This design comes from an exercise in tuning for small area, a short achievable clock period and few clock cycles per item on the open sky130 flow, not from production work. The RTL was checked by simulation tests, not by an equivalence proof against the original design.

== oak ==
==> flow/design.v <==
module bitwidth16 (
    input  wire [15:0] v,
    output reg  [4:0]  bits
);
    integer i;
    always @* begin
        bits = 5'd0;
        for (i = 0; i < 16; i = i + 1)
            if (v[i])
                bits = i + 1;
    end
endmodule
module filtcore (
    input  wire        clk,
    input  wire        rst,
    input  wire        cmd_valid,
    output wire        cmd_ready,
    input  wire [31:0] cmd_word,
    output wire        rsp_valid,
    input  wire        rsp_ready,
    output wire [31:0] rsp_word,
    output wire [1:0]  err_sticky
);
    reg [15:0] al_l, al_h;       
    reg        cfg_l, cfg_h;
    reg [15:0] last_l, last_h;
    reg [5:0]  al_n;
    reg [3:0]  ash_n;
    reg        cfg_n;
    reg [9:0]  ls_n;             
    reg [1:0]  err_q;
    reg        va;               
    reg [1:0]  ua, oa;
    reg        ia;
    reg [15:0] xa;               
    reg [2:0]  sia;              
    reg        k_hi, k_mid, k_lo;    
    reg        ve;               
    reg        e_l, e_h, e_n;    
    reg        e_cin;            
    reg        e_fin;            
    reg        e_step;           
    reg        e_clr;            
    reg [1:0]  est;              
    reg [22:0] ep;               
    reg [6:0]  eb;               
    reg [15:0] ex;               
    reg        rv;               
    reg [1:0]  rs;
    reg [15:0] rr;               
    reg [15:0] rx;               
    reg        r_h;              
    wire en = !rv || rsp_ready;
    wire [1:0]  cu = cmd_word[19:18];
    wire [1:0]  co = cmd_word[17:16];
    wire [15:0] cd = cmd_word[15:0];
    wire cill = (cmd_word[31:20] != 12'd0) || (cu == 2'd3) ||
                (co == 2'd3 && cd != 16'd0);
    wire p_go;
    wire a_rel;
    assign cmd_ready = !rst && (!va || a_rel);
    wire accept = cmd_valid && cmd_ready;
    always @(posedge clk) begin
        if (rst)
            va <= 1'b0;
        else if (accept)
            va <= 1'b1;
        else if (a_rel)
            va <= 1'b0;
    end
    wire        cw;
    wire [15:0] new_al;
    wire        fw      = cw && ua == {1'b0, cu[0]};
    wire        big_new = new_al[15:7] != 9'd0;
    wire        big_c   = fw ? big_new : (cu[0] ? al_h[15:7] != 9'd0 : al_l[15:7] != 9'd0);
    wire        cfg_c   = fw || (cu[0] ? cfg_h : cfg_l);
    wire        slow_c  = !cill && !cu[1] && co == 2'd1 && cfg_c && big_c;
    wire [4:0]  cx_bits;
    bitwidth16 u_bw_x (.v(cd), .bits(cx_bits));
    wire [2:0]  csi   = (cx_bits > 5'd10) ? cx_bits - 5'd10 : 3'd0;
    wire [15:0] cxs   = cd >> csi;
    wire        cnorm = cu == 2'd2 && co == 2'd1;
    always @(posedge clk) begin
        if (accept) begin
            ua  <= cu;
            oa  <= co;
            ia  <= cill;
            xa  <= cnorm ? {6'd0, cxs[9:0]} : cd;
            sia <= csi;
        end
    end
    always @(posedge clk) begin
        if (accept) begin
            k_hi  <= slow_c;
            k_mid <= 1'b0;
            k_lo  <= 1'b0;
        end else if (p_go) begin
            k_hi  <= 1'b0;
            k_mid <= k_hi;
            k_lo  <= k_mid;
        end
    end
    wire basic   = !ua[1];
    wire is_init = oa == 2'd0;
    wire is_proc = oa == 2'd1;
    wire is_setc = oa == 2'd2;
    wire is_rst  = oa == 2'd3;
    wire [15:0] al_s  = ua[0] ? al_h : al_l;
    wire        cfg_s = ua[1] ? cfg_n : (ua[0] ? cfg_h : cfg_l);
    wire [8:0]  oh_s  = 9'd0 - al_s[15:7];       
    wire step = !ia && is_proc && cfg_s;
    wire fin  = !k_hi && !k_mid;
    assign p_go  = va && en;
    assign a_rel = p_go && fin;
    reg [6:0]  pa, pb;
    reg [15:0] px;
    always @* begin
        if (!basic) begin
            pa = {1'b0, al_n};
            pb = 7'd64 - {1'b0, al_n};
            px = xa;
        end else begin
            px = xa;
            if (k_hi) begin
                pa = {5'd0, al_s[15:14]};
                pb = {5'd0, oh_s[8:7]};
            end else if (k_mid) begin
                pa = al_s[13:7];
                pb = oh_s[6:0];
            end else begin
                pa = al_s[6:0];
                pb = ~al_s[6:0];
            end
        end
    end
    wire [22:0] prod;
    mac7x16 u_mac_p (.b(pa), .l(px), .p(23'd0), .c(23'd0), .t(prod));
    wire [4:0]  nsh  = {1'b0, ash_n} + {2'd0, sia};
    reg [1:0] pst;
    always @* begin
        if (ia)                    pst = 2'd1;
        else if (is_proc && !cfg_s) pst = 2'd2;
        else                       pst = 2'd0;
    end
    assign new_al = xa + 16'd1;
    wire [4:0]  raw_bits;
    bitwidth16 u_bw_raw (.v(xa), .bits(raw_bits));
    wire [3:0]  new_ash = (raw_bits > 5'd6) ? raw_bits - 5'd6 : 4'd0;
    wire [15:0] raw_sh  = xa >> new_ash;
    assign cw = p_go && !ia && (is_init || is_setc);
    always @(posedge clk) begin
        if (!rst && cw && ua == 2'd0) al_l <= new_al;
        if (!rst && cw && ua == 2'd1) al_h <= new_al;
        if (!rst && cw && ua == 2'd2) begin
            al_n  <= raw_sh[5:0];
            ash_n <= new_ash;
        end
    end
    always @(posedge clk) begin
        if (rst) begin
            cfg_l <= 1'b0;
            cfg_h <= 1'b0;
            cfg_n <= 1'b0;
            err_q <= 2'd0;
        end else begin
            if (cw && ua == 2'd0) cfg_l <= 1'b1;
            if (cw && ua == 2'd1) cfg_h <= 1'b1;
            if (cw && ua == 2'd2) cfg_n <= 1'b1;
            if (p_go && pst == 2'd1) err_q[0] <= 1'b1;
            if (p_go && pst == 2'd2) err_q[1] <= 1'b1;
        end
    end
    always @(posedge clk) begin
        if (rst)
            ve <= 1'b0;
        else if (en)
            ve <= p_go;
    end
    always @(posedge clk) begin
        if (p_go) begin
            e_l    <= ua == 2'd0;
            e_h    <= ua == 2'd1;
            e_n    <= ua[1];
            e_cin  <= k_mid || k_lo;
            e_fin  <= fin;
            e_step <= step;
            e_clr  <= !ia && (is_init || is_rst);
            est    <= pst;
            ep     <= prod;
            eb     <= pb;
            ex     <= basic ? xa : {11'd0, nsh};
        end
    end
    wire e_go = ve && en;
    wire [15:0] el = ({16{e_l}} & last_l) | ({16{e_h}} & last_h) |
                     ({16{e_n}} & {6'd0, ls_n});
    wire [15:0] ec = {16{e_cin}} & rr;
    wire [22:0] t;
    mac7x16 u_mac_e (.b(eb), .l(el), .p(ep), .c({ec, 7'd0}), .t(t));
    wire [15:0] yb = t[22:7];
    wire [15:0] s   = t[15:0];
    wire [4:0]  e   = ex[4:0];
    wire [31:0] sh  = {16'd0, s} << e;
    wire        sat = sh[31:22] != 10'd0;
    wire [15:0] yn  = sat ? 16'hFFFF : sh[21:6];
    wire [4:0]  sb;
    bitwidth16 u_bw_s (.v(s), .bits(sb));
    wire [5:0]  ub  = {1'b0, sb} + {1'b0, e};        
    wire [15:0] top_r = s >> (sb - 5'd10);
    wire [15:0] top_l = s << (5'd10 - sb);
    wire [9:0]  top = (sb >= 5'd10) ? top_r[9:0] : top_l[9:0];
    wire [9:0]  ls_next = sat ? 10'h3FF : (ub > 6'd16) ? top : sh[15:6];
    always @(posedge clk) begin
        if (rst) begin
            last_l <= 16'd0;
            last_h <= 16'd0;
            ls_n   <= 10'd0;
        end else if (e_go) begin
            if (e_fin) begin
                if (e_l) begin
                    if (e_clr) last_l <= 16'd0;
                    else if (e_step) last_l <= yb;
                end
                if (e_h) begin
                    if (e_clr) last_h <= 16'd0;
                    else if (e_step) last_h <= yb;
                end
                if (e_n) begin
                    if (e_clr) ls_n <= 10'd0;
                    else if (e_step) ls_n <= ls_next;
                end
            end
        end
    end
    always @(posedge clk) begin
        if (rst)
            rv <= 1'b0;
        else if (en)
            rv <= e_go && e_fin;
    end
    always @(posedge clk) begin
        if (e_go) begin
            rs  <= est;
            rx  <= ex;
            r_h <= e_fin && e_step && e_h;
            if (e_fin && !e_step)
                rr <= 16'd0;
            else if (e_fin && e_n)
                rr <= yn;
            else if (e_fin)
                rr <= yb;
            else
                rr <= t[15:0];
        end
    end
    wire [16:0] hd  = {1'b0, rx} - {1'b0, rr};
    wire [15:0] hb  = hd[16] ? 16'd0 : hd[15:0];
    wire [15:0] res = r_h ? hb : rr;
    assign rsp_valid  = rv && !rst;
    assign rsp_word   = {14'd0, rs, res};
    assign err_sticky = err_q;
endmodule
module mac7x16 (
    input  wire [6:0]  b,
    input  wire [15:0] l,
    input  wire [22:0] p,
    input  wire [22:0] c,
    output wire [22:0] t
);
    wire [22:0] r0 = b[0] ? {7'd0, l}       : 23'd0;
    wire [22:0] r1 = b[1] ? {6'd0, l, 1'd0} : 23'd0;
    wire [22:0] r2 = b[2] ? {5'd0, l, 2'd0} : 23'd0;
    wire [22:0] r3 = b[3] ? {4'd0, l, 3'd0} : 23'd0;
    wire [22:0] r4 = b[4] ? {3'd0, l, 4'd0} : 23'd0;
    wire [22:0] r5 = b[5] ? {2'd0, l, 5'd0} : 23'd0;
    wire [22:0] r6 = b[6] ? {1'd0, l, 6'd0} : 23'd0;
    wire [22:0] s1a = r0 ^ r1 ^ r2;
    wire [22:0] c1a = {(r0 & r1 | r0 & r2 | r1 & r2), 1'b0};
    wire [22:0] s1b = r3 ^ r4 ^ r5;
    wire [22:0] c1b = {(r3 & r4 | r3 & r5 | r4 & r5), 1'b0};
    wire [22:0] s1c = r6 ^ p ^ c;
    wire [22:0] c1c = {(r6 & p | r6 & c | p & c), 1'b0};
    wire [22:0] s2a = s1a ^ c1a ^ s1b;
    wire [22:0] c2a = {(s1a & c1a | s1a & s1b | c1a & s1b), 1'b0};
    wire [22:0] s2b = c1b ^ s1c ^ c1c;
    wire [22:0] c2b = {(c1b & s1c | c1b & c1c | s1c & c1c), 1'b0};
    wire [22:0] s3 = s2a ^ c2a ^ s2b;
    wire [22:0] c3 = {(s2a & c2a | s2a & s2b | c2a & s2b), 1'b0};
    wire [22:0] s4 = s3 ^ c3 ^ c2b;
    wire [22:0] c4 = {(s3 & c3 | s3 & c2b | c3 & c2b), 1'b0};
    assign t = s4 + c4;
endmodule
Settings: LEC_CHECK=0, CAP_MARGIN=20, CORE_MARGIN=2, CORE_UTILIZATION=50, SLEW_MARGIN=20; clock period 14.0 ns.
standard.sh (not shown) runs the stock make flow with config.mk's settings and CLKGATE_MAP_FILE= SYNTH_SCRIPT=/design/flow/synth_recipe.tcl, a recipe that flattens the netlist after the stock synthesis.
==> flow/flow/run.sh <==
#!/bin/bash
set -euo pipefail
bash standard.sh SETUP_SLACK_MARGIN=7.5 finish > standard.log 2>&1
oak: all stages complete, timing, DRC and antenna checks passed
Testbench counts of oak, summed over its fixed seeds: cycles 16,024, items 16,000.
## Diff of input files: pine against oak
--- a/flow/design.v
+++ b/flow/design.v
@@ -24,8 +24,9 @@
     reg [15:0] al_l, al_h;       
     reg        cfg_l, cfg_h;
     reg [15:0] last_l, last_h;
     reg [5:0]  al_n;
+    reg [6:0]  om_n;             
     reg [3:0]  ash_n;
     reg        cfg_n;
     reg [9:0]  ls_n;             
     reg [1:0]  err_q;
@@ -116,9 +117,9 @@
     reg [15:0] px;
     always @* begin
         if (!basic) begin
             pa = {1'b0, al_n};
-            pb = 7'd64 - {1'b0, al_n};
+            pb = 7'd0;                   
             px = xa;
         end else begin
             px = xa;
             if (k_hi) begin
@@ -152,8 +153,9 @@
         if (!rst && cw && ua == 2'd0) al_l <= new_al;
         if (!rst && cw && ua == 2'd1) al_h <= new_al;
         if (!rst && cw && ua == 2'd2) begin
             al_n  <= raw_sh[5:0];
+            om_n  <= 7'd64 - {1'b0, raw_sh[5:0]};
             ash_n <= new_ash;
         end
     end
     always @(posedge clk) begin
@@ -191,15 +193,15 @@
             ex     <= basic ? xa : {11'd0, nsh};
         end
     end
     wire e_go = ve && en;
-    wire [15:0] el = ({16{e_l}} & last_l) | ({16{e_h}} & last_h) |
-                     ({16{e_n}} & {6'd0, ls_n});
+    wire [15:0] el = e_h ? last_h : last_l;
     wire [15:0] ec = {16{e_cin}} & rr;
     wire [22:0] t;
     mac7x16 u_mac_e (.b(eb), .l(el), .p(ep), .c({ec, 7'd0}), .t(t));
     wire [15:0] yb = t[22:7];
-    wire [15:0] s   = t[15:0];
+    wire [15:0] s;
+    mac7x10 u_mac_n (.b(om_n), .l(ls_n), .p(ep[15:0]), .t(s));
     wire [4:0]  e   = ex[4:0];
     wire [31:0] sh  = {16'd0, s} << e;
     wire        sat = sh[31:22] != 10'd0;
     wire [15:0] yn  = sat ? 16'hFFFF : sh[21:6];
@@ -289,4 +291,31 @@
     wire [22:0] s4 = s3 ^ c3 ^ c2b;
     wire [22:0] c4 = {(s3 & c3 | s3 & c2b | c3 & c2b), 1'b0};
     assign t = s4 + c4;
 endmodule
+module mac7x10 (
+    input  wire [6:0]  b,
+    input  wire [9:0]  l,
+    input  wire [15:0] p,
+    output wire [15:0] t
+);
+    wire [15:0] r0 = b[0] ? {6'd0, l}       : 16'd0;
+    wire [15:0] r1 = b[1] ? {5'd0, l, 1'd0} : 16'd0;
+    wire [15:0] r2 = b[2] ? {4'd0, l, 2'd0} : 16'd0;
+    wire [15:0] r3 = b[3] ? {3'd0, l, 3'd0} : 16'd0;
+    wire [15:0] r4 = b[4] ? {2'd0, l, 4'd0} : 16'd0;
+    wire [15:0] r5 = b[5] ? {1'd0, l, 5'd0} : 16'd0;
+    wire [15:0] r6 = b[6] ? {l, 6'd0}       : 16'd0;
+    wire [15:0] s1a = r0 ^ r1 ^ r2;
+    wire [15:0] c1a = {(r0 & r1 | r0 & r2 | r1 & r2), 1'b0};
+    wire [15:0] s1b = r3 ^ r4 ^ r5;
+    wire [15:0] c1b = {(r3 & r4 | r3 & r5 | r4 & r5), 1'b0};
+    wire [15:0] s2a = s1a ^ c1a ^ s1b;
+    wire [15:0] c2a = {(s1a & c1a | s1a & s1b | c1a & s1b), 1'b0};
+    wire [15:0] s2b = c1b ^ r6 ^ p;
+    wire [15:0] c2b = {(c1b & r6 | c1b & p | r6 & p), 1'b0};
+    wire [15:0] s3 = s2a ^ c2a ^ s2b;
+    wire [15:0] c3 = {(s2a & c2a | s2a & s2b | c2a & s2b), 1'b0};
+    wire [15:0] s4 = s3 ^ c3 ^ c2b;
+    wire [15:0] c4 = {(s3 & c3 | s3 & c2b | c3 & c2b), 1'b0};
+    assign t = s4 + c4;
+endmodule
Results
- Core area, pine vs oak: up by more than 10%
- Going from oak to pine, the max-slew headroom at the worst pin was found to have gone up by 17 points.
- For pine, the critical path capture point was rr[11], unlike oak, where it was ls_n[1].
- pine vs. oak: number of DRC markers after the initial detailed-route iteration decreased 279; design area went up by about 10%; global-route usage fell by 0.78 points; area fraction in compound gates after synthesis fell by 2.0 points.
- Of pine and oak, the lower setup slack after placement belongs to oak.
- Sort pine and oak by number of non-filler instances in the completed layout desc -> top: pine
- From pine to oak, initial antenna violation count did not move at all.
- pine vs. oak: synthesized area picked up an extra 3100 um2; portion of the clock cycle consumed by the worst path in the final layout lost 3.5 points.
- Re routed wire length: oak was lower than pine.
- Compared with oak, in pine detailed-routing wirelength on met1 shows an increase of 14%; fraction of the mapped netlist area in adder cells picked up an extra 2.8 points.
Testbench counts of pine, summed over its fixed seeds: cycles 16,024, items 16,000.

separate check: timing with driven ports:
Ports are ideal in the flow. The routed layouts listed here were re-timed in OpenROAD.
Step 1, drivers: a clkbuf_16 drives clk and a buf_2 each remaining input, both assumed.
Step 2 adds t to the input delays and takes it off the output delays; t is the mean of the earliest and latest rising clock arrival at the registers after step 1. Input paths then give back, and output paths get back, about the clock's delay inside the block.
Three values: ideal, step 1, step 2; two values: the first two.
| run | t (ns) | setup WS [ns] | hold slack, ns | worst setup path at the end |
|---|---|---|---|---|
| oak | 0.579 | 6.622 / 6.622 / 6.622 | 0.419 / 0.419 / 0.419 | register to register |
| pine | 0.612 | 7.115 / 7.115 / 7.115 | 0.418 / 0.418 / 0.418 | register to register |
After both steps every run listed still meets setup and hold.
